From an optimization exercise on the open Yosys and OpenROAD flow, aimed at small area; shortcuts taken in it are not production practice.
Only simulation tests tie the RTL to the original design; equivalence was not proved.
Power figures rest on the tool's default switching activity, not on a simulated workload.

Design sdb_pulse_block, start of the top module:
module sdb_pulse_block (
    input  wire        clk,
    input  wire        rst,
    input  wire        cmd_valid,
    input  wire [63:0] cmd,
    output wire [31:0] status,
    output wire [31:0] result,
    output wire [31:0] fault,
    output wire        bus_valid,
    output wire [1:0]  bus_op,
    output wire [15:0] bus_addr,
    output wire [7:0]  bus_wdata,
    input  wire        bus_done,
    input  wire        bus_err,
    input  wire [7:0]  bus_rdata,
    output wire        dly_valid,
    output wire [31:0] dly_ms,
    input  wire        dly_done,
    output wire [39:0] duty,
    output wire [3:0]  brake
);
==> flow/config.mk <==
export PLATFORM = sky130hd
export DESIGN_NAME = sdb_pulse_block
export DESIGN_NICKNAME = sdb_pulse_block
export VERILOG_FILES = /design/flow/design.v
export SDC_FILE = /design/flow/constraint.sdc
export NUM_CORES = 4
export LEC_CHECK = 0
export ABC_AREA = 1
export CAP_MARGIN = 20
export CORE_MARGIN = 2
export CORE_UTILIZATION = 40
export CTS_BUF_LIST = sky130_fd_sc_hd__clkbuf_8
export CTS_CLUSTER_DIAMETER = 60
export CTS_CLUSTER_SIZE = 20
export SLEW_MARGIN = 20
==> flow/constraint.sdc <==
create_clock -name core_clock -period 50.0 [get_ports {clk}]
set_input_delay 10.0000 -clock core_clock [delete_from_list [all_inputs] [get_ports {clk}]]
set_output_delay 10.0000 -clock core_clock [all_outputs]
set_load 0.01 [all_outputs]
standard.sh (not shown) runs the stock make flow with config.mk's settings and CLKGATE_MAP_FILE= SYNTH_SCRIPT=/design/flow/synth_recipe.tcl, a recipe that flattens the netlist after the stock synthesis.
==> flow/flow/run.sh <==
#!/bin/bash
# Own layout flow: the standard flow (standard.sh), with one change in synthesis:
# the technology-mapping ABC call uses flow/area.abc (deeper AIG optimisation and
# area-oriented mapping) instead of ORFS's abc script. Everything else, including
# every register and its cell type, is exactly the standard synthesis.
# Clock tree synthesis runs without dummy loads.
set -euo pipefail
W=$(pwd)
F="$W/flow"
{
  head -n 1 "$W/synth_recipe.tcl"
  cat <<TCL
proc abc {args} {
  set i [lsearch -exact \$args -script]
  if {\$i >= 0} { set args [lreplace \$args [expr {\$i + 1}] [expr {\$i + 1}] $F/area.abc] }
  yosys abc {*}\$args
}
TCL
  tail -n +2 "$W/synth_recipe.tcl"
} > "$W/own_synth.tcl"
bash "$W/standard.sh" "SYNTH_SCRIPT=$W/own_synth.tcl" \
  "CTS_ARGS=-sink_clustering_enable -repair_clock_nets -buf_list sky130_fd_sc_hd__clkbuf_8 -sink_clustering_size 16 -sink_clustering_max_diameter 50 -dont_use_dummy_load" \
  finish > "$W/standard_flow.log" 2>&1
==> flow/flow/area.abc <==
strash
ifraig
dc2
&get -n
&deepsyn -T 60
&put
dch -f
amap -m
topo
==> next run, changes <==
==> flow/run.sh (new file) <==
#!/bin/bash
# synth_recipe.tcl (not shown) runs the flow's synth.tcl, then flattens the netlist and writes it again
# the make line also repeats each setting of config.mk as NAME=value (left out here)
make -C /OpenROAD-flow-scripts/flow DESIGN_CONFIG=/design/flow/config.mk WORK_HOME=/design/flow/orfs CLKGATE_MAP_FILE= SYNTH_SCRIPT=/design/flow/synth_recipe.tcl finish
removed: flow/flow/run.sh
removed: flow/flow/area.abc
removed: flow/standard.sh
Outcome: Power increases by about 9%; cell count goes up by 22%; clock skew shrinks by 9.3 ps; worst setup slack gets better by 620 ps; combinational power went up by about 20%; wire length climbs by 7.7%; sequential cell count is unchanged; clock power is higher by 21%; via count rose by 16%; non-clock buffer count rises by 2.
==> next run, changes <==
==> flow/flow/run.sh (new file) <==
#!/bin/bash
# Own layout flow: the standard flow (standard.sh), with one change in synthesis:
# the technology-mapping ABC call uses flow/area.abc (deeper AIG optimisation and
# area-oriented mapping) instead of ORFS's abc script. Everything else, including
# every register and its cell type, is exactly the standard synthesis.
# Clock tree synthesis runs without dummy loads, and the port buffers are buf_1.
set -euo pipefail
W=$(pwd)
F="$W/flow"
{
  head -n 1 "$W/synth_recipe.tcl"
  cat <<TCL
proc abc {args} {
  set i [lsearch -exact \$args -script]
  if {\$i >= 0} { set args [lreplace \$args [expr {\$i + 1}] [expr {\$i + 1}] $F/area.abc] }
  yosys abc {*}\$args
}
TCL
  tail -n +2 "$W/synth_recipe.tcl"
} > "$W/own_synth.tcl"
bash "$W/standard.sh" "SYNTH_SCRIPT=$W/own_synth.tcl" \
  "CTS_ARGS=-sink_clustering_enable -repair_clock_nets -buf_list sky130_fd_sc_hd__clkbuf_8 -sink_clustering_size 20 -sink_clustering_max_diameter 60 -dont_use_dummy_load" \
  "BUFFER_PORTS_ARGS=-buffer_cell sky130_fd_sc_hd__buf_1" \
  finish > "$W/standard_flow.log" 2>&1
==> flow/flow/area.abc (new file) <==
strash
ifraig
dc2
&get -n
&deepsyn -T 60
&put
dch -f
amap -m
topo
==> flow/standard.sh (new file) <==
#!/bin/bash
# synth_recipe.tcl (not shown) runs the flow's synth.tcl, then flattens the netlist and writes it again
# the make line also repeats each setting of config.mk as NAME=value (left out here)
make -C /OpenROAD-flow-scripts/flow DESIGN_CONFIG=/design/flow/config.mk WORK_HOME=/design/flow/orfs CLKGATE_MAP_FILE= SYNTH_SCRIPT=/design/flow/synth_recipe.tcl "${@:-finish}"
removed: flow/run.sh
Effect:
- combinational power shrinks by 24%
- critical path depth grows by 8
- clock power shrinks by 27%
- final area shrinks by 19%
- total power shrinks by 13%
==> next run, changes <==
--- a/flow/flow/run.sh
+++ b/flow/flow/run.sh
@@ -4,5 +4,5 @@
 # area-oriented mapping) instead of ORFS's abc script. Everything else, including
 # every register and its cell type, is exactly the standard synthesis.
-# Clock tree synthesis runs without dummy loads, and the port buffers are buf_1.
+# Clock tree synthesis runs without dummy loads.
 set -euo pipefail
 W=$(pwd)
@@ -20,5 +20,4 @@
 } > "$W/own_synth.tcl"
 bash "$W/standard.sh" "SYNTH_SCRIPT=$W/own_synth.tcl" \
-  "CTS_ARGS=-sink_clustering_enable -repair_clock_nets -buf_list sky130_fd_sc_hd__clkbuf_8 -sink_clustering_size 20 -sink_clustering_max_diameter 60 -dont_use_dummy_load" \
-  "BUFFER_PORTS_ARGS=-buffer_cell sky130_fd_sc_hd__buf_1" \
+  "CTS_ARGS=-sink_clustering_enable -repair_clock_nets -buf_list sky130_fd_sc_hd__clkbuf_16 -sink_clustering_size 32 -sink_clustering_max_diameter 80 -dont_use_dummy_load" \
   finish > "$W/standard_flow.log" 2>&1
The new run finished clean.
Global-route usage increases by 1.2 points.
Flip-flop and latch count is unchanged.
Final cell count decreases by 1.5%.
Utilization increases by 5.5 points.
Final area increases by 12%.
Worst setup slack gets worse by 430 ps.
Area after synthesis hardly moves.


wip/yarrow:
sdb_pulse_block, a different RTL version from the one above (not shown whole).
For scale: roughly 1,400 cells after synthesis, roughly 250 flip-flops, roughly 280 I/O pins, about 12,000 um2 of cells after synthesis.
export LEC_CHECK = 0
export ABC_AREA = 1
export CAP_MARGIN = 20
export CORE_MARGIN = 2
export CORE_UTILIZATION = 40
export CTS_BUF_LIST = sky130_fd_sc_hd__clkbuf_8
export CTS_CLUSTER_DIAMETER = 60
export CTS_CLUSTER_SIZE = 20
export SLEW_MARGIN = 20
create_clock -name core_clock -period 50.0 [get_ports {clk}]
==> flow/flow/run.sh <==
#!/bin/bash
# Own layout flow: the standard flow (standard.sh), with one change in synthesis:
# the technology-mapping ABC call uses flow/area.abc (deeper AIG optimisation and
# area-oriented mapping) instead of ORFS's abc script. Everything else, including
# every register and its cell type, is exactly the standard synthesis.
# Clock tree synthesis runs without dummy loads.
set -euo pipefail
W=$(pwd)
F="$W/flow"
{
  head -n 1 "$W/synth_recipe.tcl"
  cat <<TCL
proc abc {args} {
  set i [lsearch -exact \$args -script]
  if {\$i >= 0} { set args [lreplace \$args [expr {\$i + 1}] [expr {\$i + 1}] $F/area.abc] }
  yosys abc {*}\$args
}
TCL
  tail -n +2 "$W/synth_recipe.tcl"
} > "$W/own_synth.tcl"
bash "$W/standard.sh" "SYNTH_SCRIPT=$W/own_synth.tcl" \
  "CTS_ARGS=-sink_clustering_enable -repair_clock_nets -buf_list sky130_fd_sc_hd__clkbuf_8 -sink_clustering_size 18 -sink_clustering_max_diameter 70 -dont_use_dummy_load" \
  finish > "$W/standard_flow.log" 2>&1
==> flow/flow/area.abc <==
strash
ifraig
dc2
&get -n
&deepsyn -T 60
&put
dch -f
amap -m
topo
Per the final summary, wip/yarrow finished and its layout is clean on timing, DRC and antenna.
Inputs modified between wip/yarrow and wip/onyx:
- removing CTS_CLUSTER_SIZE (formerly 20)
- removing CTS_CLUSTER_DIAMETER (formerly 60)
- changing SLEW_MARGIN from 20 to 0
- changing CAP_MARGIN from 20 to 0
- removing CTS_BUF_LIST (formerly sky130_fd_sc_hd__clkbuf_8)
--- a/flow/flow/run.sh
+++ b/flow/flow/run.sh
@@ -5,3 +5,3 @@
 # every register and its cell type, is exactly the standard synthesis.
-# Clock tree synthesis runs without dummy loads.
+# Clock tree synthesis runs without dummy loads, and the port buffers are buf_1.
 set -euo pipefail
@@ -21,3 +21,4 @@
 bash "$W/standard.sh" "SYNTH_SCRIPT=$W/own_synth.tcl" \
-  "CTS_ARGS=-sink_clustering_enable -repair_clock_nets -buf_list sky130_fd_sc_hd__clkbuf_8 -sink_clustering_size 18 -sink_clustering_max_diameter 70 -dont_use_dummy_load" \
+  "CTS_ARGS=-sink_clustering_enable -repair_clock_nets -buf_list sky130_fd_sc_hd__clkbuf_8 -sink_clustering_size 20 -sink_clustering_max_diameter 60 -dont_use_dummy_load" \
+  "BUFFER_PORTS_ARGS=-buffer_cell sky130_fd_sc_hd__buf_1" \
   finish > "$W/standard_flow.log" 2>&1
==> flow/flow/area.abc <==
strash
ifraig
dc2
&get -n
&deepsyn -T 120
&put
dch -f
amap -m
topo
Results
wip/onyx: done, clean on timing, DRC and antenna. Standard cell area after detailed placement came out lower on wip/onyx than on wip/yarrow. Of wip/onyx and wip/yarrow, the run reporting the higher clock latency on the worst-skew pair was wip/onyx. Final routed wire length divided by cell count | wip/onyx below wip/yarrow.


Setup of rev 12:
sdb_pulse_block again, from the RTL that the note above started with.
==> flow/design.v (excerpt) <==
module sdb_pulse_block (
    input  wire        clk,
    input  wire        rst,
    input  wire        cmd_valid,
    input  wire [63:0] cmd,
    output wire [31:0] status,
    output wire [31:0] result,
    output wire [31:0] fault,
    output wire        bus_valid,
    output wire [1:0]  bus_op,
    output wire [15:0] bus_addr,
    output wire [7:0]  bus_wdata,
    input  wire        bus_done,
    input  wire        bus_err,
    input  wire [7:0]  bus_rdata,
    output wire        dly_valid,
    output wire [31:0] dly_ms,
    input  wire        dly_done,
    output wire [39:0] duty,
    output wire [3:0]  brake
);
    localparam [3:0] C_ENCODE = 4'h1, C_SET_OFFSET = 4'h2, C_GET_OFFSET = 4'h3,
                     C_CLEAR = 4'h4, C_PERSIST = 4'h5, C_RESTORE = 4'h6,
                     C_USER_READ = 4'h7, C_USER_WRITE = 4'h8, C_SET_ANGLE = 4'h9,
                     C_ZERO = 4'hA, C_STEER = 4'hB, C_SPIN = 4'hC, C_MOVE = 4'hD,
                     C_MOVE_TIMED = 4'hE, C_STOP = 4'hF, C_DRIVE = 4'h0;
    localparam [3:0] S_CINIT = 4'b0000, S_CALC  = 4'b0001, S_RD    = 4'b0010, S_WR    = 4'b0011,
                     S_CLEAR = 4'b0100, S_D_APP = 4'b0101, S_FIN   = 4'b0110, S_TWAIT = 4'b0111,
                     S_BUP   = 4'b1000, S_MR_A  = 4'b1001, S_MR_D  = 4'b1010, S_MW    = 4'b1011,
  ...
==> flow/config.mk <==
export PLATFORM = sky130hd
export DESIGN_NAME = sdb_pulse_block
export DESIGN_NICKNAME = sdb_pulse_block
export VERILOG_FILES = /design/flow/design.v
export SDC_FILE = /design/flow/constraint.sdc
export NUM_CORES = 4
export LEC_CHECK = 0
export ABC_AREA = 1
export CAP_MARGIN = 0
export CORE_MARGIN = 2
export CORE_UTILIZATION = 40
export SLEW_MARGIN = 0
==> flow/constraint.sdc <==
create_clock -name core_clock -period 50.0 [get_ports {clk}]
set_input_delay 10.0000 -clock core_clock [delete_from_list [all_inputs] [get_ports {clk}]]
set_output_delay 10.0000 -clock core_clock [all_outputs]
set_load 0.01 [all_outputs]
==> flow/flow/run.sh <==
#!/bin/bash
# Own layout flow: the standard flow (standard.sh), with one change in synthesis:
# the technology-mapping ABC call uses flow/area.abc (deeper AIG optimisation and
# area-oriented mapping) instead of ORFS's abc script. Everything else, including
# every register and its cell type, is exactly the standard synthesis.
# Clock tree synthesis runs without dummy loads, and the port buffers are buf_1.
set -euo pipefail
W=$(pwd)
F="$W/flow"
{
  head -n 1 "$W/synth_recipe.tcl"
  cat <<TCL
proc abc {args} {
  set i [lsearch -exact \$args -script]
  if {\$i >= 0} { set args [lreplace \$args [expr {\$i + 1}] [expr {\$i + 1}] $F/area.abc] }
  yosys abc {*}\$args
}
TCL
  tail -n +2 "$W/synth_recipe.tcl"
} > "$W/own_synth.tcl"
bash "$W/standard.sh" "SYNTH_SCRIPT=$W/own_synth.tcl" \
  "CTS_ARGS=-sink_clustering_enable -repair_clock_nets -buf_list {sky130_fd_sc_hd__clkbuf_4 sky130_fd_sc_hd__clkbuf_8} -sink_clustering_size 16 -sink_clustering_max_diameter 50 -dont_use_dummy_load" \
  "BUFFER_PORTS_ARGS=-buffer_cell sky130_fd_sc_hd__buf_1" \
  finish > "$W/standard_flow.log" 2>&1
==> flow/flow/area.abc <==
strash
ifraig
dc2
&get -n
&deepsyn -T 120
&put
dch -f
amap -m
topo
In summary, rev 12 completed successfully, with a layout that passed the timing, design-rule and antenna checks.
Inputs modified between rev 12 and rev 13:
# rev 12
export LEC_CHECK = 0
export ABC_AREA = 1
export CAP_MARGIN = 0
export CORE_MARGIN = 2
export CORE_UTILIZATION = 40
export SLEW_MARGIN = 0
create_clock -name core_clock -period 50.0 [get_ports {clk}]
# rev 13
export LEC_CHECK = 0
export ABC_AREA = 1
export CAP_MARGIN = 20
export CORE_MARGIN = 2
export CORE_UTILIZATION = 40
export CTS_BUF_LIST = sky130_fd_sc_hd__clkbuf_8
export CTS_CLUSTER_DIAMETER = 60
export CTS_CLUSTER_SIZE = 20
export SLEW_MARGIN = 20
create_clock -name core_clock -period 50.0 [get_ports {clk}]
diff --git a/flow/flow/run.sh b/flow/flow/run.sh
--- a/flow/flow/run.sh
+++ b/flow/flow/run.sh
@@ -22 +22 @@
-  "CTS_ARGS=-sink_clustering_enable -repair_clock_nets -buf_list {sky130_fd_sc_hd__clkbuf_4 sky130_fd_sc_hd__clkbuf_8} -sink_clustering_size 16 -sink_clustering_max_diameter 50 -dont_use_dummy_load" \
+  "CTS_ARGS=-sink_clustering_enable -repair_clock_nets -buf_list sky130_fd_sc_hd__clkbuf_8 -sink_clustering_size 20 -sink_clustering_max_diameter 60 -dont_use_dummy_load" \
==> flow/flow/area.abc <==
strash
ifraig
dc2
&get -n
&deepsyn -T 60
&put
dch -f
amap -m
topo
### Flow results
In the tables for rev 12 and rev 13, via count of the first global-routing pass reads lower with rev 13.
Re final sequential cell count: no difference whatsoever between rev 13 and rev 12.
The launching element of the worst setup path comes out cmd[62] in one run and op[3]$_DFFE_PP_ in the other, namely in rev 12 and rev 13 respectively.
Diff rev 12 -> rev 13 | routed length on met1 | down by a few percent
Wire length (higher): rev 12
| xor and xnor area share after synthesis | rev 13 vs rev 12 | ≈ equal |
Combinational group share of total power (higher): rev 13
Rev 13 reports its kind of critical path as flop to output pin while rev 12 reports primary input to flop.
Changes observed in rev 13 relative to rev 12: total power fell by 10 uW, sequential share of layout area increased by 0.24 points relative to the old numbers.
Placed instance count ended up about 0.45% higher on rev 13 than on rev 12.


sdb_pulse_block again, from the RTL that the note above started with.
export LEC_CHECK = 0
export ABC_AREA = 1
export CAP_MARGIN = 20
export CORE_MARGIN = 2
export CORE_UTILIZATION = 40
export CTS_BUF_LIST = sky130_fd_sc_hd__clkbuf_8
export CTS_CLUSTER_DIAMETER = 60
export CTS_CLUSTER_SIZE = 20
export SLEW_MARGIN = 20
create_clock -name core_clock -period 50.0 [get_ports {clk}]
==> flow/flow/run.sh <==
#!/bin/bash
# Own layout flow: the standard flow (standard.sh), with one change in synthesis:
# the technology-mapping ABC call uses flow/area.abc (deeper AIG optimisation and
# area-oriented mapping) instead of ORFS's abc script. Everything else, including
# every register and its cell type, is exactly the standard synthesis.
# Clock tree synthesis runs without dummy loads.
set -euo pipefail
W=$(pwd)
F="$W/flow"
{
  head -n 1 "$W/synth_recipe.tcl"
  cat <<TCL
proc abc {args} {
  set i [lsearch -exact \$args -script]
  if {\$i >= 0} { set args [lreplace \$args [expr {\$i + 1}] [expr {\$i + 1}] $F/area.abc] }
  yosys abc {*}\$args
}
TCL
  tail -n +2 "$W/synth_recipe.tcl"
} > "$W/own_synth.tcl"
bash "$W/standard.sh" "SYNTH_SCRIPT=$W/own_synth.tcl" \
  "CTS_ARGS=-sink_clustering_enable -repair_clock_nets -buf_list sky130_fd_sc_hd__clkbuf_8 -sink_clustering_size 20 -sink_clustering_max_diameter 60 -dont_use_dummy_load" \
  finish > "$W/standard_flow.log" 2>&1
==> flow/flow/area.abc <==
strash
ifraig
dc2
&get -n
&deepsyn -T 60
&put
dch -f
amap -m
topo
The starting point produced a clean layout.
==> next run, changes <==
--- a/flow/flow/run.sh
+++ b/flow/flow/run.sh
@@ -5,3 +5,3 @@
 # every register and its cell type, is exactly the standard synthesis.
-# Clock tree synthesis runs without dummy loads.
+# Clock tree synthesis runs without dummy loads, and the port buffers are buf_1.
 set -euo pipefail
@@ -21,3 +21,4 @@
 bash "$W/standard.sh" "SYNTH_SCRIPT=$W/own_synth.tcl" \
-  "CTS_ARGS=-sink_clustering_enable -repair_clock_nets -buf_list sky130_fd_sc_hd__clkbuf_8 -sink_clustering_size 20 -sink_clustering_max_diameter 60 -dont_use_dummy_load" \
+  "CTS_ARGS=-sink_clustering_enable -repair_clock_nets -buf_list sky130_fd_sc_hd__clkbuf_8 -sink_clustering_size 18 -sink_clustering_max_diameter 70 -dont_use_dummy_load" \
+  "BUFFER_PORTS_ARGS=-buffer_cell sky130_fd_sc_hd__buf_1" \
   finish > "$W/standard_flow.log" 2>&1
What happened: Clock power falls by about 5%; global-route usage decreases by 1.2 points; setup slack gains 0.58 ns; count of clock-buffer cells in the layout went down by 2; hold slack is worse by 0.036 ns; cell area decreases by 11%; clock skew shrinks by 0.043 ns; combinational power decreases by about 5%; power decreases by 2.5%; die area is unchanged; register-to-register slack improves by 0.02 ns.

-- afterwards: timing with drivers on the ports --
The results above use ideal ports. As a check the final layouts listed here were re-extracted and re-timed, cells and wires unchanged. Step 1, drivers: a clkbuf_16 drives clk and a buf_2 each remaining input, both assumed. Step 2 also shifts input and output timing later by t, the mid clock arrival at the registers, as if the neighbouring blocks saw the same clock. Three values: ideal, step 1, step 2; two values: the first two.
run	t (ns)	setup slack, ns	worst setup path at the end	worst data-port slew with drivers (ns)
the first run of note 1	0.595	35.416 / 35.432 / 34.837	input to register	0.04
the second run of note 1	0.614	36.034 / 35.987 / 36.301	input to register	0.04
the third run of note 1	0.571	35.864 / 35.840 / 35.316	input to register	0.07
the fourth run of note 1	0.524	35.434 / 35.457 / 34.933	input to register	0.05
wip/yarrow	0.556	35.270 / 35.223 / 35.091	input to register	0.05
wip/onyx	0.583	35.184 / 35.184 / 34.601	input to register	0.05
rev 12	0.609	35.145 / 35.149 / 34.541	input to register	0.05
rev 13	0.578	35.836 / 35.793 / 35.471	input to register	0.06
the first run of note 4	0.564	35.314 / 35.273 / 35.090	input to register	0.06
the second run of note 4	0.556	35.895 / 35.851 / 35.451	input to register	0.06
After both steps setup and hold are still met in every run listed. For rev 12, which loses most, drivers alone change the setup slack by +0.004 ns; drivers and shift together by -0.604 ns.
